Background: an optimization exercise with open tools, aiming at small area, a short achievable clock period and few clock cycles per item. Do not read the settings as production practice. Only simulation tests tie the RTL to the original design; equivalence was not proved. No activity file was given, so power comes from the tool's default toggle rates.

<file path="flow/run.sh">
#!/bin/bash
set -euo pipefail
bash standard.sh \
  "BUFFER_PORTS_ARGS=-buffer_cell sky130_fd_sc_hd__buf_1" \
  "SETUP_SLACK_MARGIN=14.7" \
  "TNS_END_PERCENT=30" \
  "CTS_ARGS=-sink_clustering_enable -repair_clock_nets -dont_use_dummy_load -sink_clustering_size 30 -sink_clustering_max_diameter 80" \
  finish > flow_make.log 2>&1
</file>
<file path="config.mk">
export PLATFORM = sky130hd
export DESIGN_NAME = meshcode_enc
export DESIGN_NICKNAME = meshcode_enc
export VERILOG_FILES = /design/flow/design.v
export SDC_FILE = /design/flow/constraint.sdc
export NUM_CORES = 4
export LEC_CHECK = 0
export CAP_MARGIN = 20
export CORE_MARGIN = 2
export CORE_UTILIZATION = 55
export PLACE_DENSITY = 0.65
export SLEW_MARGIN = 20
</file>
<file path="design.v">
module mc_ge #(
    parameter [63:0] K = 64'd0
) (
    input  wire [63:0] x,
    output wire        ge
);
    reg [63:0] g, q;
    integer l, i;
    always @(*) begin
        g = x & ~K;
        q = ~(x ^ K);
        for (l = 0; l < 6; l = l + 1)
            for (i = 0; i < (32 >> l); i = i + 1) begin
                g[i] = g[2*i+1] | (q[2*i+1] & g[2*i]);
                q[i] = q[2*i+1] & q[2*i];
            end
    end
    assign ge = g[0] | q[0];
endmodule
module mc_add64 (
    input  wire [63:0] a,
    input  wire [63:0] b,
    input  wire        cin,
    output wire [63:0] s
);
    reg [63:0] g, p, G, P;
    integer d, i;
    always @(*) begin
        g = a & b;
        p = a ^ b;
        G = g;
        P = p;
        G[0] = g[0] | (p[0] & cin);
        for (d = 1; d < 64; d = d * 2)
            for (i = 2*d - 1; i < 64; i = i + 2*d) begin
                G[i] = G[i] | (P[i] & G[i-d]);
                P[i] = P[i] & P[i-d];
            end
        for (d = 16; d >= 1; d = d / 2)
            for (i = 3*d - 1; i < 64; i = i + 2*d) begin
                G[i] = G[i] | (P[i] & G[i-d]);
                P[i] = P[i] & P[i-d];
            end
    end
    assign s = p ^ {G[62:0], cin};
endmodule
module mc_addtop (
    input  wire [63:0] a,
    input  wire [63:0] b,
    output wire [23:0] s,
    output wire        c12
);
    reg [39:0] g, p;
    reg [23:0] gh, ph, G, P;
    integer d, i;
    always @(*) begin
        g = a[39:0] & b[39:0];
        p = a[39:0] ^ b[39:0];
        for (d = 1; d < 64; d = d * 2)
            for (i = 2*d - 1; i < 40; i = i + 2*d) begin
                g[i] = g[i] | (p[i] & g[i-d]);
                p[i] = p[i] & p[i-d];
            end
        gh = a[63:40] & b[63:40];
        ph = a[63:40] ^ b[63:40];
        G = gh;
        P = ph;
        for (d = 1; d < 32; d = d * 2)
            for (i = 0; i < 24; i = i + 1)
                if ((i & d) != 0) begin
                    G[i] = G[i] | (P[i] & G[(i & ~(d - 1)) - 1]);
                    P[i] = P[i] & P[(i & ~(d - 1)) - 1];
                end
    end
    wire c40 = g[39] | (p[39] & g[31]);
    assign c12 = g[11] | (p[11] & g[7]);
    wire [23:0] cin = {G[22:0] | (P[22:0] & {23{c40}}), c40};
    assign s = ph ^ cin;
endmodule
module mc_inc24 (
    input  wire [23:0] x,
    input  wire        c,
    output wire [23:0] y
);
    reg [23:0] a;
    integer d, i;
    always @(*) begin
        a = x;
        for (d = 1; d < 32; d = d * 2)
            for (i = 0; i < 24; i = i + 1)
                if ((i & d) != 0)
                    a[i] = a[i] & a[(i & ~(d - 1)) - 1];
    end
    assign y = x ^ ({a[22:0], 1'b1} & {24{c}});
endmodule
module mc_quant_a (
    input  wire [52:0] m,
    output wire [23:0] vh,       
    output wire        inc       
);
    wire h1, h2b;
    mc_ge #(.K(64'h00123456789abce0)) u_h1 (.x({11'd0, m}), .ge(h1));
    mc_ge #(.K(64'h001d208a5a912e32)) u_h2 (.x({11'd0, m}), .ge(h2b));
    wire h2 = ~h1 | h2b;
    wire [11:0] ml  = m[11:0];
    wire [11:0] p12 = {ml[3:0], 8'd0} - {ml[6:0], 5'd0} + ml;
    wire        r1_0 = p12[6] & ((|p12[5:0]) | p12[7]);
    wire [4:0]  a_0  = {p12[9:7], 2'b00} + p12[11:7];             
    wire [9:0]  l5_0 = {1'b0, p12[6:0], 2'b00} + {3'd0, p12[6:0]};    
    wire        ov_0 = ({1'b0, a_0, 7'd0} + {3'b000, l5_0}) >= 13'd4096 ? 1'b1 : 1'b0;
    wire [5:0]  e_0  = {1'b0, a_0} + (r1_0 ? 6'd5 : 6'd0) + 6'd4;     
    wire        dp_0 = ~ov_0 & (e_0 >= 6'd32);
    wire        r1_1 = p12[7] & ((|p12[6:0]) | p12[8]);
    wire [3:0]  a_1  = {p12[9:8], 2'b00} + p12[11:8];             
    wire [10:0] l5_1 = {1'b0, p12[7:0], 2'b00} + {3'd0, p12[7:0]};
    wire        ov_1 = ({1'b0, a_1, 8'd0} + {2'b00, l5_1}) >= 13'd4096 ? 1'b1 : 1'b0;
    wire [5:0]  e_1a = {2'b00, a_1} + (r1_1 ? 6'd5 : 6'd0) + 6'd2;    
    wire [5:0]  e_1b = {2'b00, a_1} + (r1_1 ? 6'd5 : 6'd0) + 6'd4;    
    wire        dp_1 = ~ov_1 & (h2 ? (e_1b >= 6'd16) : (e_1a >= 6'd16));
    wire        dplus = h1 ? dp_1 : dp_0;
    wire [63:0] o0 = {1'd0, m, 10'd0};
    wire [63:0] o1 = {5'd0, m, 6'd0};
    wire [63:0] o2 = {6'd0, m, 5'd0};
    wire [63:0] o3 = {9'd0, m, 2'd0};
    wire [63:0] o4 = {11'd0, m};
    wire [63:0] s1 = o0 ^ o1 ^ o2;
    wire [63:0] c1 = ((o0 & o1) | (o0 & o2) | (o1 & o2)) << 1;
    wire [63:0] s2 = o3 ^ o4 ^ s1;
    wire [63:0] c2 = ((o3 & o4) | (o3 & s1) | (o4 & s1)) << 1;
    wire [63:0] s3 = s2 ^ c2 ^ c1;
    wire [63:0] c3 = ((s2 & c2) | (s2 & c1) | (c2 & c1)) << 1;
    wire c12;
    mc_addtop u_add (.a(s3), .b(c3), .s(vh), .c12(c12));
    wire [27:0] hx = s3[39:12] ^ c3[39:12];
    wire [26:0] ax = s3[38:12] & c3[38:12];
    wire ones = (c12 == ~hx[0]) & (&(ax ^ hx[27:1]));
    assign inc = ones & dplus;
endmodule
module mc_dec3 (
    input  wire [7:0] x,
    output wire       h,
    output wire [3:0] t,
    output wire [3:0] o
);
    wire [3:0] a = x[7:4];
    wire [3:0] b = x[3:0];
    wire [8:0] d16 =
        (a == 4'd0)  ? {1'b0, 4'd0, 4'd0} :
        (a == 4'd1)  ? {1'b0, 4'd1, 4'd6} :
        (a == 4'd2)  ? {1'b0, 4'd3, 4'd2} :
        (a == 4'd3)  ? {1'b0, 4'd4, 4'd8} :
        (a == 4'd4)  ? {1'b0, 4'd6, 4'd4} :
        (a == 4'd5)  ? {1'b0, 4'd8, 4'd0} :
        (a == 4'd6)  ? {1'b0, 4'd9, 4'd6} :
        (a == 4'd7)  ? {1'b1, 4'd1, 4'd2} :
        (a == 4'd8)  ? {1'b1, 4'd2, 4'd8} :
        (a == 4'd9)  ? {1'b1, 4'd4, 4'd4} :
        (a == 4'd10) ? {1'b1, 4'd6, 4'd0} :
        (a == 4'd11) ? {1'b1, 4'd7, 4'd6} :
                       {1'b1, 4'd9, 4'd2};
    wire       ah = d16[8];
    wire [3:0] at = d16[7:4];
    wire [3:0] ao = d16[3:0];
    wire [4:0] os = {1'b0, ao} + {1'b0, b};              
    wire [1:0] oc = (os >= 5'd20) ? 2'd2 : (os >= 5'd10) ? 2'd1 : 2'd0;
    assign o = os[3:0] - (oc[1] ? 4'd4 : oc[0] ? 4'd10 : 4'd0);
    wire [4:0] ts = {1'b0, at} + {3'd0, oc};              
    wire       tc = (ts >= 5'd10);
    assign t = tc ? ts[3:0] - 4'd10 : ts[3:0];
    assign h = ah | tc;
endmodule
module mc_scale #(
    parameter        SUB = 0,        
    parameter        SH  = 4,
    parameter        LO  = 40,
    parameter        W   = 17
) (
    input  wire [52:0]  m,
    input  wire [4:0]   sh,
    input  wire         z,
    output wire [W-1:0] y
);
    wire [63:0] a = {11'd0, m} << SH;
    wire [63:0] b = SUB ? ~{11'd0, m} : {11'd0, m};
    wire [63:0] s;
    mc_add64 u_add (.a(a), .b(b), .cin(SUB ? 1'b1 : 1'b0), .s(s));
    wire [W-1:0] top = s[LO+W-1:LO];
    assign y = z ? {W{1'b0}} : (top >> sh);
endmodule
module meshcode_enc (
    input  wire         clk,
    input  wire         rst,
    input  wire         in_valid,
    output wire         in_ready,
    input  wire [63:0]  in_lat,
    input  wire [63:0]  in_long,
    input  wire [2:0]   in_level,
    output wire         out_valid,
    input  wire         out_ready,
    output wire [2:0]   out_err,
    output wire [63:0]  out_place,
    output wire [3:0]   out_len,
    output wire [103:0] out_mesh
);
    reg v1, v2, vo, vs;
    reg rdy, ovq;                        
    wire go  = ~vs;                      
    wire oen = ~vo | out_ready;          
    assign in_ready  = rdy;
    assign out_valid = ovq;
    reg vo_n, vs_n;
    always @(*) begin
        vo_n = vo;
        vs_n = vs;
        if (vs) begin
            if (oen) begin
                vo_n = 1'b1;
                vs_n = 1'b0;
            end
        end else begin
            if (oen) vo_n = v2;
            else     vs_n = v2;
        end
    end
    always @(posedge clk) begin
        if (rst) begin
            v1  <= 1'b0;
            v2  <= 1'b0;
            vo  <= 1'b0;
            vs  <= 1'b0;
            ovq <= 1'b0;
            rdy <= 1'b1;
        end else begin
            if (go) begin
                v1 <= in_valid;
                v2 <= v1;
            end
            vo  <= vo_n;
            vs  <= vs_n;
            ovq <= vo_n;
            rdy <= ~vs_n;
        end
    end
    reg [63:0] lat, lon;
    reg [2:0]  level;
    always @(posedge clk) begin
        if (go) begin
            lat   <= in_lat;
            lon   <= in_long;
            level <= in_level;
        end
    end
    wire lat_big, lon_big;
    mc_ge #(.K(64'h4056800000000001)) u_rlat (.x({1'b0, lat[62:0]}), .ge(lat_big));
    mc_ge #(.K(64'h4066800000000001)) u_rlon (.x({1'b0, lon[62:0]}), .ge(lon_big));
    wire valid_a = ~lat_big & ~lon_big;
    wire xs_a    = lat[63] & (lat[62:0] != 63'd0);
    wire ys_a    = lon[63] & (lon[62:0] != 63'd0);
    wire [10:0] ea = lat[62:52];
    wire [10:0] eo = lon[62:52];
    wire [52:0] ma = {1'b1, lat[51:0]};
    wire [52:0] mo = {1'b1, lon[51:0]};
    wire [23:0] vha, vho;
    wire        ia, io;
    mc_quant_a u_qa (.m(ma), .vh(vha), .inc(ia));
    mc_quant_a u_qo (.m(mo), .vh(vho), .inc(io));
    wire [4:0]  sha = 5'd6 - ea[4:0];
    wire [4:0]  sho = 5'd6 - eo[4:0];
    wire        za  = ~((ea >= 11'd1007) & (ea <= 11'd1030));
    wire        zo  = ~((eo >= 11'd1007) & (eo <= 11'd1030));
    wire [4:0]  tn  = 5'd5 - ea[4:0];
    wire [16:0] n_a;     
    wire [10:0] j_a;     
    wire [17:0] m0_a;    
    mc_scale #(.SUB(1), .SH(4), .LO(40), .W(17)) u_n  (.m(ma), .sh(tn),  .z(za), .y(n_a));
    mc_scale #(.SUB(0), .SH(1), .LO(44), .W(11)) u_j  (.m(ma), .sh(tn),  .z(za), .y(j_a));
    mc_scale #(.SUB(0), .SH(2), .LO(38), .W(18)) u_m0 (.m(mo), .sh(sho), .z(zo), .y(m0_a));
    wire [10:0] f8_a = zo ? 11'd0 : (mo[52:42] >> sho);    
    reg [23:0] vha2, vho2;
    reg        ia2, io2;
    reg [4:0]  sha2, sho2;
    reg        za2, zo2;
    reg [7:0]  p2, c2;
    reg [2:0]  q2, v2d;
    reg [6:0]  nb2, mb2;
    reg        xs2, ys2, valid2;
    reg [2:0]  level2;
    always @(posedge clk) begin
        if (go) begin
            vha2 <= vha;   ia2 <= ia;
            vho2 <= vho;   io2 <= io;
            sha2 <= sha;  za2 <= za;
            sho2 <= sho;  zo2 <= zo;
            p2   <= j_a[10:3];
            q2   <= j_a[2:0];
            nb2  <= n_a[6:0];
            c2   <= f8_a[10:3];
            v2d  <= f8_a[2:0];
            mb2  <= m0_a[6:0];
            xs2  <= xs_a;
            ys2  <= ys_a;
            valid2 <= valid_a;
            level2 <= level;
        end
    end
    wire [23:0] qa, qo;
    mc_inc24 u_ia (.x(vha2), .c(ia2), .y(qa));
    mc_inc24 u_io (.x(vho2), .c(io2), .y(qo));
    wire [3:0] r2 = nb2[6:3] - {q2, 1'b0} - {q2[0], 3'd0};
    wire [3:0] w2 = mb2[6:3] - {v2d, 1'b0} - {v2d[0], 3'd0};
    wire [23:0] maga = za2 ? 24'd0 : (qa >> sha2);
    wire [23:0] mago = zo2 ? 24'd0 : (qo >> sho2);
    wire       ph, zs;
    wire [3:0] pt, po, ut, uo;
    mc_dec3 u_pd (.x(p2), .h(ph), .t(pt), .o(po));
    mc_dec3 u_ud (.x(c2), .h(zs), .t(ut), .o(uo));
    reg [3:0] len;
    always @(*) begin
        case (level2)
            3'd1: len = 4'd6;
            3'd2: len = 4'd8;
            3'd3: len = 4'd10;
            3'd4: len = 4'd11;
            3'd5: len = 4'd12;
            3'd6: len = 4'd13;
            default: len = 4'd0;
        endcase
    end
    wire bad = (level2 == 3'd0) | (level2 == 3'd7);
    wire ok  = ~bad & valid2;            
    wire inv = ~bad & ~valid2;           
    wire [5:0] mk = {len == 4'd13, len >= 4'd12, len >= 4'd11, len >= 4'd10, len >= 4'd8, ~bad};
    wire [3:0] oct = {1'b0, xs2, ys2, zs} + 4'd1;
    wire [3:0] s2d = {1'b0, nb2[2], mb2[2]} + 4'd1;
    wire [3:0] s4d = {1'b0, nb2[1], mb2[1]} + 4'd1;
    wire [3:0] s8d = {1'b0, nb2[0], mb2[0]} + 4'd1;
    function [3:0] dsel(input m, input [3:0] d);
        dsel = m ? (ok ? d : 4'd9) : 4'd0;
    endfunction
    wire [107:0] res = {
        bad, inv,                                    
        len,                                         
        ok & xs2, ok ? maga[21:0] : 22'd0,           
        ok & ys2, ok ? mago[22:0] : 23'd0,           
        mk,                                          
        dsel(mk[0], oct),                            
        inv, ok ? ph : inv,                          
        dsel(mk[0], pt), dsel(mk[0], po),            
        dsel(mk[0], ut), dsel(mk[0], uo),            
        mk[1] & inv,                                 
        ok & mk[1] ? q2  : (inv & mk[1] ? 3'd1 : 3'd0),    
        ok & mk[1] ? v2d : (inv & mk[1] ? 3'd1 : 3'd0),    
        dsel(mk[2], r2), dsel(mk[2], w2),            
        dsel(mk[3], s2d), dsel(mk[4], s4d), dsel(mk[5], s8d)   
    };
    reg [107:0] sk, ro;
    always @(posedge clk) begin
        if (go) sk <= res;
        if (oen) ro <= vs ? sk : res;
    end
    function [7:0] chr(input m, input [3:0] d);
        chr = {2'b00, m, m, d};
    endfunction
    assign out_err   = {ro[107], ro[107], ro[106]};
    assign out_len   = ro[105:102];
    assign out_place = {2'b00, ro[101:55], 15'd0};
    assign out_mesh  = {
        chr(ro[54], ro[3:0]),   chr(ro[53], ro[7:4]),   chr(ro[52], ro[11:8]),
        chr(ro[51], ro[15:12]), chr(ro[51], ro[19:16]),
        chr(ro[50], {ro[26], ro[22:20]}), chr(ro[50], {ro[26], ro[25:23]}),
        chr(ro[49], ro[30:27]), chr(ro[49], ro[34:31]),
        chr(ro[49], ro[38:35]), chr(ro[49], ro[42:39]),
        chr(ro[49], {ro[44], 2'b00, ro[43]}),
        chr(ro[49], ro[48:45])
    };
endmodule
</file>
<file path="constraint.sdc">
create_clock -name core_clock -period 20.0 [get_ports {clk}]
set_input_delay 4.0000 -clock core_clock [delete_from_list [all_inputs] [get_ports {clk}]]
set_output_delay 4.0000 -clock core_clock [all_outputs]
set_load 0.01 [all_outputs]
</file>
<file path="standard.sh">
#!/bin/bash
# synth_recipe.tcl (not shown) runs the flow's synth.tcl, then flattens the netlist and writes it again
# the make line also repeats each setting of config.mk as NAME=value (left out here)
make -C /OpenROAD-flow-scripts/flow DESIGN_CONFIG=/design/flow/config.mk WORK_HOME=/design/flow/orfs CLKGATE_MAP_FILE= SYNTH_SCRIPT=/design/flow/synth_recipe.tcl "${@:-finish}"
</file>
==> results of run 1 <==
worst reg2reg max path, cell delays in order, from the launching register on:
cell      delay (ps)
edfxtp_1         500
fa_1             590
inv_1             60
fa_1             510
fa_1             510
inv_1             70
ha_4             280
nand4_1          100
or3_4            430
nor4_4           150
and2_4           190
nor4_4            50
o21ai_4          240
a41oi_4          160
o31a_1           330
a2111o_1         460
o22ai_2          160
nor2_1            80
xnor2_1          120
per-stage QoR:
step / hold slack [ps] / std cells / setup WS, ps / total power [mW] / area, sq um
global route: 483 / 5338 / 14570 / 3.92 / 44700
global placement: 425 / 5125 / 14170 / 2.91 / 42200
detailed placement: 414 / 5125 / 14160 / 2.95 / 42200
CTS: 458 / 5206 / 14620 / 3.56 / 43400
floorplan: 400 / 4049 / 14660 / 2.53 / 40700
finish: 455 / 5339 / 14670 / 3.60 / 44700
final timing paths:
check / startpoint / end / slack (ps) / cells after the start
worst max register to register: lon[18]$_DFFE_PN_ / vho2[21]$_DFFE_PN_ / 14790 / 18
worst max-delay path: ro[51]$_DFFE_PN_ / out_mesh[76] / 14670 / 1
worst min-delay path: sk[12]$_DFF_P_ / sk[12]$_DFF_P_ / 450 / 2
worst min register to register: sk[12]$_DFF_P_ / sk[12]$_DFF_P_ / 450 / 2
power breakdown:
part           total, mW  internal, mW  leakage (nW)  switching [mW]
clock              0.573         0.270         0.382           0.302
combinational       1.79         0.783          15.2            1.00
sequential          1.24          1.14          4.72           0.109
layer usage:
layer	vias up	global-route usage, %	part of all wire (%)
met1	14100	37.3	48
met4	2	3.84	1.4
met3	75	2.53	4.7
li1	14500	-	-
met5	-	0	0.014
met2	715	39.6	46
cell type report:
type / instances / share of cell area [%]
Multi-Input combinational cell: 2799 / 56.5
Sequential cell: 456 / 28.1
Timing Repair Buffer: 468 / 5.67
Inverter: 625 / 5.28
Tap cell: 959 / 2.69
Clock buffer: 31 / 1.74
Antenna cell: 1 / 0.00560
kinds of logic (layout without fill, tap and decap cells):
logic type	count (synthesis)	after routing	synth area share, %
XOR/XNOR	176	176	3.87
other	1	46	0.00924
flip-flops	456	456	31.0
multiplexers	88	88	2.39
buffers and inverters	794	1124	7.98
adder cells (fa/ha/maj)	810	810	31.4
AO/OA/AOI/OAI	807	807	12.9
AND/OR/NAND/NOR	873	873	10.5
layout by cell type, fill, tap and decap left out, drive strengths merged, types with 72 or more instances in the layout:
cell    count
inv       621
xor2       80
a21oi     215
fa        349
ha        461
buf       466
dfxtp     113
edfxtp    343
nand2     255
nor2      224
o21ai     192
xnor2      94
mux2i      72
repair_timing:
action / CTS / global route
cloned: 0 / 0
endpoints found under the setup margin: 46 / 69
resized for setup: 9 / 57
pin swaps: 3 / 45
buffers inserted: 50 / 132
sequential cells by signal, summed over array words and instances, names as in the netlist, 5 cells and up:
register	cells
c2	8
lat	64
lon	64
mb2	7
nb2	7
p2	8
ro	108
sha2	5
sho2	5
sk	108
vha2	24
vho2	24
==> flow_summary.yaml, run 1 <==
sta:
  rsz0062_at_grt: "true"
  period_needed_ps: 5330
  setup_viol: 0
  min_period_over_period_pct: 26.6
  tightest_slew_ps: 1040
  fin_tns_setup_ps: 0
  skew_ps: 79.1
  finalMaxSlewViolations: 0
  max_slew_margin_pct: 30.5
  hold_viol_final: 0
  fmax_mhz: 188
logic_synthesis:
  syn_area_sq_um: 40600
  yosysMostFrequentCell: "inv_1"
  synth.cells.most_frequent: "inv_1 (621), ha_1 (461), fa_1 (349), edfxtp_1 (343), nand2_1 (255)"
  ys_ff_latch: 456
  synth-async-reset-ratio_pct: 0
  synth_edf_count: 343
  yosysSeqAreaShare_pct: 31.0
  avgSynthCellArea_sq_um: 10.1
  yosys.area.top_type_share_pct: 25.4
  syn_inst: 4005
  ys_top_cells_by_area: "edfxtp_1 (25%), fa_1 (17%), ha_1 (14%), inv_1 (5.7%), dfxtp_1 (5.6%)"
  ys_types: 89
  ys.flop_type: "edfxtp_1"
  synth_top_area_cell: "edfxtp_1"
  yosys_warnings: 8
global_routing:
  grt_pass1_wl_um: 151000
  grt_overflow: 0
  grt_use_total_pct: 24.8
  grt_pass1_vias: 28000
  grt_max_degree: 84
  antenna_found_initial: 3
critical_path:
  endpoint_kind: "output pin"
  worstPathMaxFanout: 4
  crit_chain: "clkbuf_2"
  worst-path-buf-inv: 1
  crit_type: "flip-flop to output pin"
  critPathTopFamily: "flip-flops"
  critPathSlowestCell: "edfxtp_1"
  crit_arrival_ps: 1330
  cp-start-kind: "flip-flop"
  required_ps: 16000
  slowest_delay_ps: 490
die:
  die_w_um: 276
  rows: 99
  die_y_um: 276
  core_area_sq_um: 73000
  start_util_pct: 55.6
  io_pins: 312
  dieArea_sq_um: 75900
placed_design:
  io_buffer_count: 266
  place_hpwl_um: 74700
  gp_congestion: 0.891
clock_tree:
  clkSlewWorstSetupHoldPaths_ps: 110
  clock_sinks: 456
  cts-root-buf: "clkbuf_16"
  cts_buffers: 31
  cts_tree: "yes"
  ctsHoldBuffers: 0
  insertion_delay_ps: 650
  clock_path_buffers: 3
  h-tree-depth: 1
power_and_ir_drop:
  ir_worst_vdd_mv: 0.0881
  leakage_nw: 20.3
  p_per_area_nw_per_um2: 80.7
route:
  via_per_inst: 5.50
  wire_per_inst_um: 17.8
  drc: 0
  antenna_left: 0
  drt_wl_total_um: 95300
  firstDrtPassIters: 5
  vias: 29400
  drtIter0Drc: 1961
job:
  max_cap_viol_count: 0
layout:
  seq_area_sq_um: 12600
  syn2layout_area_growth_pct: 10.1
  drive_gt1_share_pct: 7.51
  multi_input_comb_area_sq_um: 25200
  fin_util_pct: 61.2
  fillCellCount: 6292
  nets: 5326
worst_hold_path:
  hp-class: "flip-flop to flip-flop"
status:
  outcome: "timing/DRC/antenna clean"
Testbench counts, summed over its fixed seeds: cycles 24,024, items 24,000.
==> inputs of run 2 (changes only) <==
==> flow/run.sh (replaced) <==
#!/bin/bash
set -euo pipefail
bash standard.sh \
  "BUFFER_PORTS_ARGS=-buffer_cell sky130_fd_sc_hd__buf_1" \
  "SETUP_SLACK_MARGIN=14.7" \
  "CTS_ARGS=-sink_clustering_enable -repair_clock_nets -dont_use_dummy_load -sink_clustering_size 30 -sink_clustering_max_diameter 80" \
  finish > flow_make.log 2>&1
==> run 2 against run 1 <==
  * Maximum frequency about the same
  * Critical path depth did not move
  * Worst setup slack worse by 0.70 ps
  * Largest cell class unchanged
  * Synthesized cell count is the same
  * Count of clock-buffer cells in the layout unchanged
  * Clock power barely moved
  * Final cell count about the same
  * Critical path type unchanged
  * Via count up 0.32%
  * Sequential share of layout area fell by 0.062 points
==> flow_summary.yaml, run 2 <==
sta:
  hold_viol_final: 0
  fin_tns_setup_ps: 0
  hold_ws_ps: 451
  worst_slack_ps: 14670
  setup_viol: 0
  finalMaxSlewViolations: 0
  min_period_over_period_pct: 26.6
  tightest_slew_ps: 1040
  period_needed_ps: 5330
  fmax_mhz: 188
  skew_ps: 77.6
  max_slew_margin_pct: 30.7
  rsz0062_at_grt: "true"
global_routing:
  grt_max_degree: 84
  grt_use_total_pct: 24.9
  grt_overflow: 0
  antenna_found_initial: 3
  grt_pass1_wl_um: 151000
  grt_pass1_vias: 28000
layout:
  fin_area_sq_um: 44800
  reg_top3: "ro x108, sk x108"
  multi_input_comb_area_sq_um: 25300
  seq_area_sq_um: 12600
  nets: 5330
  fillCellCount: 6296
  drive_gt1_share_pct: 8.26
  finalNonFillerCells: 5343
  syn2layout_area_growth_pct: 10.3
  mostFrequentLayoutCells: "inv_1 (608), ha_1 (454), fa_1 (345)"
  fin_util_pct: 61.4
  layout.cells.most_common: "inv_1"
die:
  die_y_um: 276
  core_area_sq_um: 73000
  io_pins: 312
  die_w_um: 276
  dieArea_sq_um: 75900
  start_util_pct: 55.6
  rows: 99
logic_synthesis:
  yosysMostFrequentCell: "inv_1"
  synth_top_family_by_area: "adder cells"
  synth-async-reset-ratio_pct: 0
  avgSynthCellArea_sq_um: 10.1
  synth-simple-area-share_pct: 10.5
  syn_inst: 4005
  ys_types: 89
  ys_top_cells_by_area: "edfxtp_1 (25%), fa_1 (17%), ha_1 (14%), inv_1 (5.7%), dfxtp_1 (5.6%)"
  ys.flop_type: "edfxtp_1"
  yosys.area.top_type_share_pct: 25.4
  synth_edf_count: 343
  synth_top_area_cell: "edfxtp_1"
  syn_area_sq_um: 40600
  yosys_warnings: 8
  synth_xor_area_share_pct: 3.87
  synth.area.mux_share_pct: 2.39
  yosysSeqAreaShare_pct: 31.0
  synth_compound_area_share_pct: 12.9
  synth_fa_ha_area_share_pct: 31.4
  ys_ff_latch: 456
  synth.cells.most_frequent: "inv_1 (621), ha_1 (461), fa_1 (349), edfxtp_1 (343), nand2_1 (255)"
clock_tree:
  clock_path_buffers: 3
  insertion_delay_ps: 640
  cts_tree: "yes"
  cts_buffers: 31
  ctsHoldBuffers: 0
  cts-root-buf: "clkbuf_16"
  clock_sinks: 456
  clkSlewWorstSetupHoldPaths_ps: 110
  h-tree-depth: 1
route:
  firstDrtPassIters: 8
  drtIter0Drc: 1947
  antenna_left: 0
  via_per_inst: 5.51
  wire_per_inst_um: 17.9
  vias: 29500
  drt_wl_total_um: 95600
  drc: 0
status:
  outcome: "timing/DRC/antenna clean"
power_and_ir_drop:
  ir_worst_vdd_mv: 0.0881
  leakage_nw: 20.4
  p_per_area_nw_per_um2: 80.6
  p_total_mw: 3.61
placed_design:
  dp.cells: 5125
  place_hpwl_um: 74700
  io_buffer_count: 266
  gp_congestion: 0.891
  post_dp_cell_area_sq_um: 42200
  pre_cts_ws_ps: 14160
worst_hold_path:
  hp-class: "flip-flop to flip-flop"
critical_path:
  critPathSlowestCell: "edfxtp_1"
  endpoint_kind: "output pin"
  crit_type: "flip-flop to output pin"
  cp-start-kind: "flip-flop"
  slowest_delay_ps: 490
  crit_chain: "clkbuf_2"
  required_ps: 16000
  critPathTopFamily: "flip-flops"
  worst-path-buf-inv: 1
  crit_arrival_ps: 1330
  worstPathMaxFanout: 4
job:
  max_cap_viol_count: 0
==> run 2: worst paths after layout <==
path | start | to | slack [ps] | cells past startpoint
max | ro[51]$_DFFE_PN_ | out_mesh[68] | 14670 | 1
min | sk[12]$_DFF_P_ | sk[12]$_DFF_P_ | 450 | 2
max reg2reg | lon[18]$_DFFE_PN_ | vho2[21]$_DFFE_PN_ | 14780 | 18
min reg2reg | sk[12]$_DFF_P_ | sk[12]$_DFF_P_ | 450 | 2
==> run 2: cell families after synthesis <==
logic type	count (synthesis)
adder cells (fa/ha/maj)	810
flip-flops	456
other	1
AO/OA/AOI/OAI	807
AND/OR/NAND/NOR	873
buffers and inverters	794
multiplexers	88
XOR/XNOR	176
==> run 2: final cells by class <==
type,instances,share of cell area [%]
Clock buffer,31,1.73
Multi-Input combinational cell,2799,56.4
Inverter,625,5.27
Timing Repair Buffer,472,5.82
Sequential cell,456,28.1
Tap cell,959,2.68
Antenna cell,1,0.00559
==> run 2: what timing repair did <==
action,in CTS,in global routing
pin swaps,4,47
endpoints found under the setup margin,46,65
resized for setup,11,90
setup buffers,59,127
==> run 2: power breakdown <==
group,leakage (nW),switching (mW),total [mW],internal [mW]
logic,15.3,1.01,1.79,0.786
registers,4.72,0.109,1.24,1.14
clock network,0.382,0.302,0.573,0.271
==> run 2: per-layer routing <==
| layer | up-vias | routed length (um) | track usage [%] |
|---|---|---|---|
| li1 | 14500 | - | - |
| met5 | - | 13 | 0 |
| met4 | 2 | 1360 | 3.84 |
| met2 | 714 | 43600 | 39.7 |
| met3 | 72 | 4510 | 2.53 |
| met1 | 14200 | 46100 | 37.4 |
==> inputs of run 3 (changes only) <==
--- a/design.v
+++ b/design.v
@@ -18,31 +18,4 @@
     assign ge = g[0] | q[0];
 endmodule
-module mc_add64 (
-    input  wire [63:0] a,
-    input  wire [63:0] b,
-    input  wire        cin,
-    output wire [63:0] s
-);
-    reg [63:0] g, p, G, P;
-    integer d, i;
-    always @(*) begin
-        g = a & b;
-        p = a ^ b;
-        G = g;
-        P = p;
-        G[0] = g[0] | (p[0] & cin);
-        for (d = 1; d < 64; d = d * 2)
-            for (i = 2*d - 1; i < 64; i = i + 2*d) begin
-                G[i] = G[i] | (P[i] & G[i-d]);
-                P[i] = P[i] & P[i-d];
-            end
-        for (d = 16; d >= 1; d = d / 2)
-            for (i = 3*d - 1; i < 64; i = i + 2*d) begin
-                G[i] = G[i] | (P[i] & G[i-d]);
-                P[i] = P[i] & P[i-d];
-            end
-    end
-    assign s = p ^ {G[62:0], cin};
-endmodule
 module mc_addtop (
     input  wire [63:0] a,
@@ -94,4 +67,21 @@
     assign y = x ^ ({a[22:0], 1'b1} & {24{c}});
 endmodule
+module mc_csa1125 (
+    input  wire [52:0] m,
+    output wire [63:0] s,
+    output wire [63:0] c
+);
+    wire [63:0] o0 = {1'd0, m, 10'd0};
+    wire [63:0] o1 = {5'd0, m, 6'd0};
+    wire [63:0] o2 = {6'd0, m, 5'd0};
+    wire [63:0] o3 = {9'd0, m, 2'd0};
+    wire [63:0] o4 = {11'd0, m};
+    wire [63:0] s1 = o0 ^ o1 ^ o2;
+    wire [63:0] c1 = ((o0 & o1) | (o0 & o2) | (o1 & o2)) << 1;
+    wire [63:0] s2 = o3 ^ o4 ^ s1;
+    wire [63:0] c2 = ((o3 & o4) | (o3 & s1) | (o4 & s1)) << 1;
+    assign s = s2 ^ c2 ^ c1;
+    assign c = ((s2 & c2) | (s2 & c1) | (c2 & c1)) << 1;
+endmodule
 module mc_quant_a (
     input  wire [52:0] m,
@@ -119,15 +109,6 @@
     wire        dp_1 = ~ov_1 & (h2 ? (e_1b >= 6'd16) : (e_1a >= 6'd16));
     wire        dplus = h1 ? dp_1 : dp_0;
-    wire [63:0] o0 = {1'd0, m, 10'd0};
-    wire [63:0] o1 = {5'd0, m, 6'd0};
-    wire [63:0] o2 = {6'd0, m, 5'd0};
-    wire [63:0] o3 = {9'd0, m, 2'd0};
-    wire [63:0] o4 = {11'd0, m};
-    wire [63:0] s1 = o0 ^ o1 ^ o2;
-    wire [63:0] c1 = ((o0 & o1) | (o0 & o2) | (o1 & o2)) << 1;
-    wire [63:0] s2 = o3 ^ o4 ^ s1;
-    wire [63:0] c2 = ((o3 & o4) | (o3 & s1) | (o4 & s1)) << 1;
-    wire [63:0] s3 = s2 ^ c2 ^ c1;
-    wire [63:0] c3 = ((s2 & c2) | (s2 & c1) | (c2 & c1)) << 1;
+    wire [63:0] s3, c3;
+    mc_csa1125 u_csa (.m(m), .s(s3), .c(c3));
     wire c12;
     mc_addtop u_add (.a(s3), .b(c3), .s(vh), .c12(c12));
@@ -174,17 +155,38 @@
     parameter        SH  = 4,
     parameter        LO  = 40,
-    parameter        W   = 17
+    parameter        W   = 17,
+    parameter        OW  = 17       
 ) (
-    input  wire [52:0]  m,
-    input  wire [4:0]   sh,
-    input  wire         z,
-    output wire [W-1:0] y
+    input  wire [52:0]   m,
+    input  wire [4:0]    sh,
+    input  wire          z,
+    output wire [OW-1:0] y
 );
     wire [63:0] a = {11'd0, m} << SH;
     wire [63:0] b = SUB ? ~{11'd0, m} : {11'd0, m};
-    wire [63:0] s;
-    mc_add64 u_add (.a(a), .b(b), .cin(SUB ? 1'b1 : 1'b0), .s(s));
+    wire        ci = SUB ? 1'b1 : 1'b0;
+    reg [63:0] g, p, G, P;
+    integer d, i;
+    always @(*) begin
+        g = a & b;
+        p = a ^ b;
+        G = g;
+        P = p;
+        G[0] = g[0] | (p[0] & ci);
+        for (d = 1; d < 64; d = d * 2)
+            for (i = 2*d - 1; i < 64; i = i + 2*d) begin
+                G[i] = G[i] | (P[i] & G[i-d]);
+                P[i] = P[i] & P[i-d];
+            end
+        for (d = 16; d >= 1; d = d / 2)
+            for (i = 3*d - 1; i < 64; i = i + 2*d) begin
+                G[i] = G[i] | (P[i] & G[i-d]);
+                P[i] = P[i] & P[i-d];
+            end
+    end
+    wire [63:0] s = p ^ {G[62:0], ci};
     wire [W-1:0] top = s[LO+W-1:LO];
-    assign y = z ? {W{1'b0}} : (top >> sh);
+    wire [W-1:0] q = top >> sh;
+    assign y = z ? {OW{1'b0}} : q[OW-1:0];
 endmodule
 module meshcode_enc (
@@ -270,10 +272,10 @@
     wire        zo  = ~((eo >= 11'd1007) & (eo <= 11'd1030));
     wire [4:0]  tn  = 5'd5 - ea[4:0];
-    wire [16:0] n_a;     
+    wire [6:0]  n_a;     
     wire [10:0] j_a;     
-    wire [17:0] m0_a;    
-    mc_scale #(.SUB(1), .SH(4), .LO(40), .W(17)) u_n  (.m(ma), .sh(tn),  .z(za), .y(n_a));
-    mc_scale #(.SUB(0), .SH(1), .LO(44), .W(11)) u_j  (.m(ma), .sh(tn),  .z(za), .y(j_a));
-    mc_scale #(.SUB(0), .SH(2), .LO(38), .W(18)) u_m0 (.m(mo), .sh(sho), .z(zo), .y(m0_a));
+    wire [6:0]  m0_a;    
+    mc_scale #(.SUB(1), .SH(4), .LO(40), .W(17), .OW(7))  u_n  (.m(ma), .sh(tn),  .z(za), .y(n_a));
+    mc_scale #(.SUB(0), .SH(1), .LO(44), .W(11), .OW(11)) u_j  (.m(ma), .sh(tn),  .z(za), .y(j_a));
+    mc_scale #(.SUB(0), .SH(2), .LO(38), .W(18), .OW(7))  u_m0 (.m(mo), .sh(sho), .z(zo), .y(m0_a));
     wire [10:0] f8_a = zo ? 11'd0 : (mo[52:42] >> sho);    
     reg [23:0] vha2, vho2;
--- a/config.mk
+++ b/config.mk
@@ -11,2 +11,4 @@
 export PLACE_DENSITY = 0.65
 export SLEW_MARGIN = 20
+export SYNTH_HIERARCHICAL = 1
+export SYNTH_MINIMUM_KEEP_SIZE = 700
==> run 3 against run 2 <==
  * Combinational power fell by 3%
  * Worst setup slack better by 40 ps
  * Final cell count decreased by 6.3%
  * Area after synthesis shrank 0.53%
  * Global-route usage is 0.24 points lower
  * Routed wire length fell by 2.7%
  * Cell area decreased by 3.3%
  * Largest power group unchanged
  * Power down 1.3%
==> flow_summary.yaml, run 3 <==
status:
  outcome: "timing/DRC/antenna clean"
layout:
  finalNonFillerCells: 5004
  syn2layout_area_growth_pct: 7.28
  fillCellCount: 6310
  mostFrequentLayoutCells: "ha_1 (439), fa_1 (353), edfxtp_1 (343)"
  drive_gt1_share_pct: 6.16
  layout.cells.most_common: "ha_1"
  reg_top3: "ro x108, sk x108"
  nets: 4972
logic_synthesis:
  synth_top_area_cell: "edfxtp_1"
  ys.flop_type: "edfxtp_1"
  ys_ff_latch: 456
  ys_top_cells_by_area: "edfxtp_1 (26%), fa_1 (18%), ha_1 (14%), dfxtp_1 (5.6%), a21oi_1 (2.6%)"
  ys_types: 109
  yosysSeqAreaShare_pct: 31.1
  yosys_warnings: 16
  yosysMostFrequentCell: "ha_1"
  synth-async-reset-ratio_pct: 0
  avgSynthCellArea_sq_um: 10.7
  syn_area_sq_um: 40400
  syn_inst: 3762
  synth_edf_count: 343
  synth.cells.most_frequent: "ha_1 (439), fa_1 (353), edfxtp_1 (343), nand2_1 (254), nor2_1 (249)"
  yosys.area.top_type_share_pct: 25.5
clock_tree:
  ctsHoldBuffers: 0
  cts_buffers: 29
  clock_sinks: 456
  clkSlewWorstSetupHoldPaths_ps: 110
  h-tree-depth: 1
  cts-root-buf: "clkbuf_16"
  insertion_delay_ps: 640
  cts_tree: "yes"
  clock_path_buffers: 3
die:
  io_pins: 312
  dieArea_sq_um: 75500
  die_y_um: 275
  rows: 99
  die_w_um: 275
  core_area_sq_um: 72800
  start_util_pct: 55.4
global_routing:
  grt_overflow: 0
  grt_max_degree: 91
  grt_pass1_wl_um: 150000
  grt_use_total_pct: 24.6
  grt_pass1_vias: 27800
  antenna_found_initial: 2
sta:
  hold_viol_final: 0
  fin_tns_setup_ps: 0
  min_period_over_period_pct: 26.4
  rsz0062_at_grt: "true"
  skew_ps: 60.3
  setup_viol: 0
  finalMaxSlewViolations: 0
  fmax_mhz: 189
  period_needed_ps: 5290
  max_slew_margin_pct: 31.3
  tightest_slew_ps: 1030
  worst_slack_ps: 14710
  hold_ws_ps: 441
critical_path:
  critPathSlowestCell: "edfxtp_1"
  crit_start: "ro[49]$_DFFE_PN_"
  cp-start-kind: "flip-flop"
  r2r_slack_ps: 14920
  crit_chain: "buf_6 > buf_1"
  crit_arrival_ps: 1290
  endpoint_kind: "output pin"
  rr_worst_depth: 14
  timing.rr.start: "lat[17]$_DFFE_PN_"
  crit_end: "out_mesh[5]"
  worst-path-stages: 2
  required_ps: 16000
  worstPathMaxFanout: 12
  crit_type: "flip-flop to output pin"
  worst-path-buf-inv: 2
  slowest_delay_ps: 390
  critPathTopFamily: "flip-flops"
  r2r-end: "vha2[15]$_DFFE_PN_"
placed_design:
  gp_congestion: 0.876
  place_hpwl_um: 70700
  pre_cts_ws_ps: 14210
  dp.cells: 4900
  io_buffer_count: 266
power_and_ir_drop:
  p_per_area_nw_per_um2: 82.3
  leakage_nw: 18.1
  power.switching_mw: 1.40
  pwr-share-seq_pct: 35.8
  p_comb_share_pct: 48.5
  p_int_mw: 2.16
  swShare_pct: 39.3
  ir_worst_vdd_mv: 0.0717
  clockPowerShare_pct: 15.7
route:
  drtIter0Drc: 1837
  drc: 0
  vias: 28900
  antenna_left: 0
  drt_wl_total_um: 93000
  wire_per_inst_um: 18.6
  via_per_inst: 5.78
  firstDrtPassIters: 6
worst_hold_path:
  hp-class: "flip-flop to flip-flop"
job:
  max_cap_viol_count: 0
-- run 3: changes by cell type in the layout (fill, tap and decap cells not counted), sizes merged, moves of 19 or more --
| cell | previous run | this run |
|---|---|---|
| nor2 | 224 | 251 |
| a21o | 67 | 86 |
| ha | 461 | 439 |
| buf | 449 | 365 |
| inv | 621 | 214 |
| conb | 45 | 75 |
-- run 3: how the worst min path moves through the flow --
stage                  startpoint             endpoint  slack (ps)  cells past startpoint
2_1_floorplan  level[0]$_DFFE_PN_  level2[0]$_DFFE_PN_         400                      0
3_3_place_gp   level[0]$_DFFE_PN_  level2[0]$_DFFE_PN_         410                      0
3_5_place_dp   level[2]$_DFFE_PN_  level2[2]$_DFFE_PN_         410                      0
4_1_cts        level[1]$_DFFE_PN_  level2[1]$_DFFE_PN_         450                      0
5_1_grt        level[2]$_DFFE_PN_  level2[2]$_DFFE_PN_         460                      0
6_report       level[0]$_DFFE_PN_  level2[0]$_DFFE_PN_         440                      0
-- run 3: area by class of cell --
class | instances | area [sq um] | area share [%]
diodes | 2 | 5.00 | 0.0116
clock buffers | 29 | 726 | 1.68
inverters | 217 | 818 | 1.89
multi-input cells | 2968 | 26200 | 60.4
flip-flops and latches | 456 | 12600 | 29.0
well taps | 959 | 1200 | 2.77
repair buffers | 373 | 1820 | 4.19
-- run 3: metrics by stage --
step                      utilization [%]  cell area [sq um]  power, mW
after detailed placement             57.6              42000       3.00
after global placement               57.6              42000       2.97
final                                59.4              43300       3.56
after global routing                 59.4              43300       3.88
after CTS                            58.7              42800       3.58
after floorplan                         -              40600       2.60
-- run 3: logic make-up after synthesis --
| group | count (synthesis) | share of synthesized area, % |
|---|---|---|
| AOI/OAI and AO/OA | 848 | 14.2 |
| xor gates and xnor gates | 167 | 3.70 |
| adders and majority gates | 792 | 31.1 |
| buffers and inverters | 409 | 4.76 |
| DFF | 456 | 31.1 |
| muxes | 102 | 2.85 |
| other | 4 | 0.0372 |
| and+or+nand+nor | 984 | 12.2 |
-- run 3: timing repair --
action | in CTS | in global routing
resized for setup | 2 | 9
setup endpoints to repair | 22 | 44
hold endpoints to repair | 0 | 0
pin swaps | 0 | 1
buffers inserted | 5 | 68
-- run 3: power groups by stage --
| stage | clock network [mW] | logic, mW | registers (mW) |
|---|---|---|---|
| global route | 0.605 | 1.98 | 1.29 |
| CTS | 0.576 | 1.72 | 1.28 |
| global placement | 0 | 1.67 | 1.30 |
| finish | 0.559 | 1.73 | 1.28 |
| floorplan | 0 | 1.34 | 1.26 |
| detailed placement | 0 | 1.70 | 1.30 |
-- run 3: per-module statistics from Yosys (local to each module, per instance) --
module        times used  cells inside  flops+latches
meshcode_enc           1          2456            456
mc_quant_a             2           461              0
mc_csa1125             2           192              0
-- run 3: metal layers --
metal | track usage (%) | vias up | share of wire, %
li1 | - | 14100 | -
met1 | 37.5 | 14100 | 49
met2 | 39.0 | 627 | 46
met3 | 2.13 | 92 | 4.2
met4 | 4.04 | 4 | 1.4
met5 | 0 | - | 0.027
Testbench counts of run 3, summed over its fixed seeds: cycles 24,024, items 24,000.
==> inputs of run 4 (changes only) <==
--- a/design.v
+++ b/design.v
@@ -340,10 +340,10 @@
         dsel = m ? (ok ? d : 4'd9) : 4'd0;
     endfunction
-    wire [107:0] res = {
+    wire [109:0] res = {
         bad, inv,                                    
         len,                                         
         ok & xs2, ok ? maga[21:0] : 22'd0,           
         ok & ys2, ok ? mago[22:0] : 23'd0,           
-        mk,                                          
+        mk[5:1], mk[0], mk[0], mk[0],                
         dsel(mk[0], oct),                            
         inv, ok ? ph : inv,                          
@@ -356,5 +356,5 @@
         dsel(mk[3], s2d), dsel(mk[4], s4d), dsel(mk[5], s8d)   
     };
-    reg [107:0] sk, ro;
+    reg [109:0] sk, ro;
     always @(posedge clk) begin
         if (go) sk <= res;
@@ -364,15 +364,15 @@
         chr = {2'b00, m, m, d};
     endfunction
-    assign out_err   = {ro[107], ro[107], ro[106]};
-    assign out_len   = ro[105:102];
-    assign out_place = {2'b00, ro[101:55], 15'd0};
+    assign out_err   = {ro[109], ro[109], ro[108]};
+    assign out_len   = ro[107:104];
+    assign out_place = {2'b00, ro[103:57], 15'd0};
     assign out_mesh  = {
-        chr(ro[54], ro[3:0]),   chr(ro[53], ro[7:4]),   chr(ro[52], ro[11:8]),
-        chr(ro[51], ro[15:12]), chr(ro[51], ro[19:16]),
-        chr(ro[50], {ro[26], ro[22:20]}), chr(ro[50], {ro[26], ro[25:23]}),
+        chr(ro[56], ro[3:0]),   chr(ro[55], ro[7:4]),   chr(ro[54], ro[11:8]),
+        chr(ro[53], ro[15:12]), chr(ro[53], ro[19:16]),
+        chr(ro[52], {ro[26], ro[22:20]}), chr(ro[52], {ro[26], ro[25:23]}),
         chr(ro[49], ro[30:27]), chr(ro[49], ro[34:31]),
-        chr(ro[49], ro[38:35]), chr(ro[49], ro[42:39]),
-        chr(ro[49], {ro[44], 2'b00, ro[43]}),
-        chr(ro[49], ro[48:45])
+        chr(ro[50], ro[38:35]), chr(ro[50], ro[42:39]),
+        chr(ro[51], {ro[44], 2'b00, ro[43]}),
+        chr(ro[51], ro[48:45])
     };
 endmodule
==> run 4 against run 3 <==
  * Worst hold slack got worse by 11 ps
  * Maximum frequency increased by 0.24%
  * Synthesized cell count increased by 0.80%
  * Register-to-register slack improved by 20 ps
  * Critical path type unchanged
  * Count of clock-buffer cells in the layout increased by 1
  * Routed wire length increased by 2.9%
  * Sequential share of layout area decreased by 0.59 points
  * Non-clock buffer count increased by 111
  * Largest cell class unchanged
  * Area after synthesis increased by 0.66%
  * Core utilization increased by 1.5 points
  * Highest routed layer is now met4
==> flow_summary.yaml, run 4 <==
power_and_ir_drop:
  p_int_mw: 2.21
  swShare_pct: 39.3
  leakage_nw: 18.8
  ir_worst_vdd_mv: 0.0824
  clockPowerShare_pct: 15.7
  p_comb_share_pct: 49.0
  p_per_area_nw_per_um2: 81.6
  power.switching_mw: 1.43
  pwr-share-seq_pct: 35.3
clock_tree:
  clock_path_buffers: 3
  clock_sinks: 460
  ctsHoldBuffers: 0
  cts-root-buf: "clkbuf_16"
  h-tree-depth: 1
  cts_tree: "yes"
  insertion_delay_ps: 660
  cts_buffers: 30
  clkSlewWorstSetupHoldPaths_ps: 110
placed_design:
  place_hpwl_um: 71400
  post_dp_cell_area_sq_um: 42200
  io_buffer_count: 266
  dp.cells: 4923
  gp_congestion: 0.874
  pre_cts_ws_ps: 14170
critical_path:
  crit_chain: "clkbuf_2"
  worstPathMaxFanout: 1
  cp-start-kind: "flip-flop"
  critPathTopFamily: "flip-flops"
  crit_arrival_ps: 1270
  endpoint_kind: "output pin"
  worst-path-buf-inv: 1
  rr_worst_depth: 13
  worst-path-stages: 1
  required_ps: 16000
  slowest_delay_ps: 460
  critPathSlowestCell: "edfxtp_1"
  crit_type: "flip-flop to output pin"
die:
  die_w_um: 276
  rows: 99
  io_pins: 312
  die_y_um: 276
  start_util_pct: 55.6
  core_area_sq_um: 73100
  dieArea_sq_um: 76000
layout:
  fin_area_sq_um: 44500
  num_antenna_cells: 0
  multi_input_comb_area_sq_um: 26300
  layout.cells.most_common: "ha_1"
  seq_area_sq_um: 12700
  reg_top3: "ro x110, sk x110"
  nets: 5112
  mostFrequentLayoutCells: "ha_1 (439), fa_1 (353), edfxtp_1 (345)"
  finalNonFillerCells: 5142
  drive_gt1_share_pct: 9.20
  fillCellCount: 6295
  syn2layout_area_growth_pct: 9.67
status:
  outcome: "timing/DRC/antenna clean"
global_routing:
  grt_pass1_vias: 27800
  grt_max_degree: 98
  antenna_found_initial: 1
  grt_pass1_wl_um: 151000
  grt_use_total_pct: 24.7
  grt_overflow: 0
sta:
  max_slew_margin_pct: 33.7
  period_needed_ps: 5270
  rsz0062_at_grt: "true"
  fmax_mhz: 190
  tightest_slew_ps: 994
  min_period_over_period_pct: 26.4
  skew_ps: 71.5
  setup_viol: 0
  fin_tns_setup_ps: 0
  hold_viol_final: 0
  finalMaxSlewViolations: 0
  worst_slack_ps: 14730
route:
  wire_per_inst_um: 18.6
  vias: 29700
  antenna_left: 0
  drtIter0Drc: 2162
  drc: 0
  via_per_inst: 5.77
  firstDrtPassIters: 24
  drt_wl_total_um: 95700
logic_synthesis:
  ys_types: 108
  ys_ff_latch: 460
  synth_edf_count: 345
  ys.flop_type: "edfxtp_1"
  yosys.area.top_type_share_pct: 25.5
  ys_top_cells_by_area: "edfxtp_1 (26%), fa_1 (17%), ha_1 (14%), dfxtp_1 (5.7%), a21oi_1 (2.8%)"
  synth_top_area_cell: "edfxtp_1"
  yosysMostFrequentCell: "ha_1"
  syn_area_sq_um: 40600
  yosys_warnings: 16
  syn_inst: 3792
  avgSynthCellArea_sq_um: 10.7
  yosysSeqAreaShare_pct: 31.2
  synth-async-reset-ratio_pct: 0
  synth.cells.most_frequent: "ha_1 (439), fa_1 (353), edfxtp_1 (345), nand2_1 (274), nor2_1 (226)"
job:
  max_cap_viol_count: 0
worst_hold_path:
  whs_path_depth: 0
  hp-class: "flip-flop to flip-flop"
-- run 4: cell types whose count changed in the layout (fill, tap and decap cells not counted), moves of 12 or more --
cell	previous run	this run
nor2_1	249	226
nand2_1	254	274
nand4_1	81	68
and2_1	24	12
buf_4	106	210
o211ai_1	32	44
nor3_1	69	81
a21oi_1	210	225
-- run 4: power by group through the flow --
stage | logic [mW] | registers (mW) | clock network, mW
3_3_place_gp | 1.69 | 1.32 | 0
6_report | 1.78 | 1.28 | 0.572
2_1_floorplan | 1.36 | 1.26 | 0
4_1_cts | 1.72 | 1.30 | 0.588
5_1_grt | 2.02 | 1.30 | 0.618
3_5_place_dp | 1.71 | 1.32 | 0
-- run 4: stage by stage --
| stage | power, mW | hold WS [ps] | utilization [%] |
|---|---|---|---|
| after detailed placement | 3.03 | 411 | 57.8 |
| final | 3.64 | 430 | 60.9 |
| after floorplan | 2.62 | 400 | - |
| after global routing | 3.94 | 441 | 60.9 |
| after CTS | 3.61 | 432 | 58.8 |
| after global placement | 3.01 | 416 | 57.8 |
-- run 4: Yosys stat by module (local to each module, per instance) --
module,area [sq um],copies in the design
mc_quant_a,3830,2
meshcode_enc,26400,1
mc_csa1125,3290,2
-- run 4: cell type report --
type                    instances  share of cell area (%)
clock buffers                  30                    1.69
inverters                     227                    1.94
multi-input cells            2982                    59.1
flip-flops and latches        460                    28.4
well taps                     959                    2.69
repair buffers                484                    6.19
-- run 4: what timing repair did --
action,in CTS,in global routing
buffers inserted,2,187
endpoints found under the setup margin,3,63
gates resized for setup,0,30
hold endpoints to repair,0,0
-- run 4: path summary, 6_finish.rpt --
| kind | startpoint | to | slack (ps) |
|---|---|---|---|
| worst min register to register | level[1]$_DFFE_PN_ | level2[1]$_DFFE_PN_ | 430 |
| worst max-delay path | ro[66]$_DFFE_PN_ | out_place[24] | 14730 |
| worst min-delay path | level[1]$_DFFE_PN_ | level2[1]$_DFFE_PN_ | 430 |
| worst max register to register | lon[25]$_DFFE_PN_ | vho2[15]$_DFFE_PN_ | 14940 |
-- run 4: per-layer routing --
metal	global-route usage, %	part of all wire [%]
met5	0	0
met4	4.63	1.7
met3	2.31	4.8
met2	39.2	46
met1	37.1	47
-- run 4: cells by family (layout without fill, tap and decap cells) --
family	Yosys count	after routing	synth area share [%]
adders and majority gates	792	792	30.9
and+or+nand+nor	984	984	12.1
DFF	460	460	31.2
AOI/OAI and AO/OA	870	870	14.5
muxes	99	99	2.89
other	4	75	0.0370
xor gates and xnor gates	162	162	3.57
buffers and inverters	421	741	4.83
Testbench counts of run 4, summed over its fixed seeds: cycles 24,024, items 24,000.

re-timing with driven ports:
Ports are ideal in the flow. The routed layouts listed here were re-timed in OpenROAD. Step 1 (the two cells are an assumption about what drives the block):
set clk [get_ports {clk}]
set_driving_cell -lib_cell sky130_fd_sc_hd__clkbuf_16 $clk
set_driving_cell -lib_cell sky130_fd_sc_hd__buf_2 [delete_from_list [all_inputs] $clk]
Step 2 adds t to the input delays and takes it off the output delays; t is the mean of the earliest and latest rising clock arrival at the registers after step 1. Input paths then give back, and output paths get back, about the clock's delay inside the block. a / b / c = ideal / step 1 / step 2; a / b = the first two.
| run | shift t [ns] | slack for setup (ns) | slew at the worst register clock pin (ns) | worst data-port slew with drivers (ns) |
|---|---|---|---|---|
| run 1 | 0.678 | 14.675 / 14.609 / 14.197 | 0.11 / 0.11 | 0.12 |
| run 2 | 0.676 | 14.674 / 14.609 / 14.188 | 0.11 / 0.11 | 0.12 |
| run 3 | 0.673 | 14.714 / 14.649 / 14.211 | 0.11 / 0.11 | 0.10 |
| run 4 | 0.685 | 14.726 / 14.659 / 14.368 | 0.11 / 0.11 | 0.05 |
After both steps every run listed still meets setup and hold. The setup slack of run 3, which loses most, moves by -0.065 ns with the drivers and by -0.503 ns with both steps.
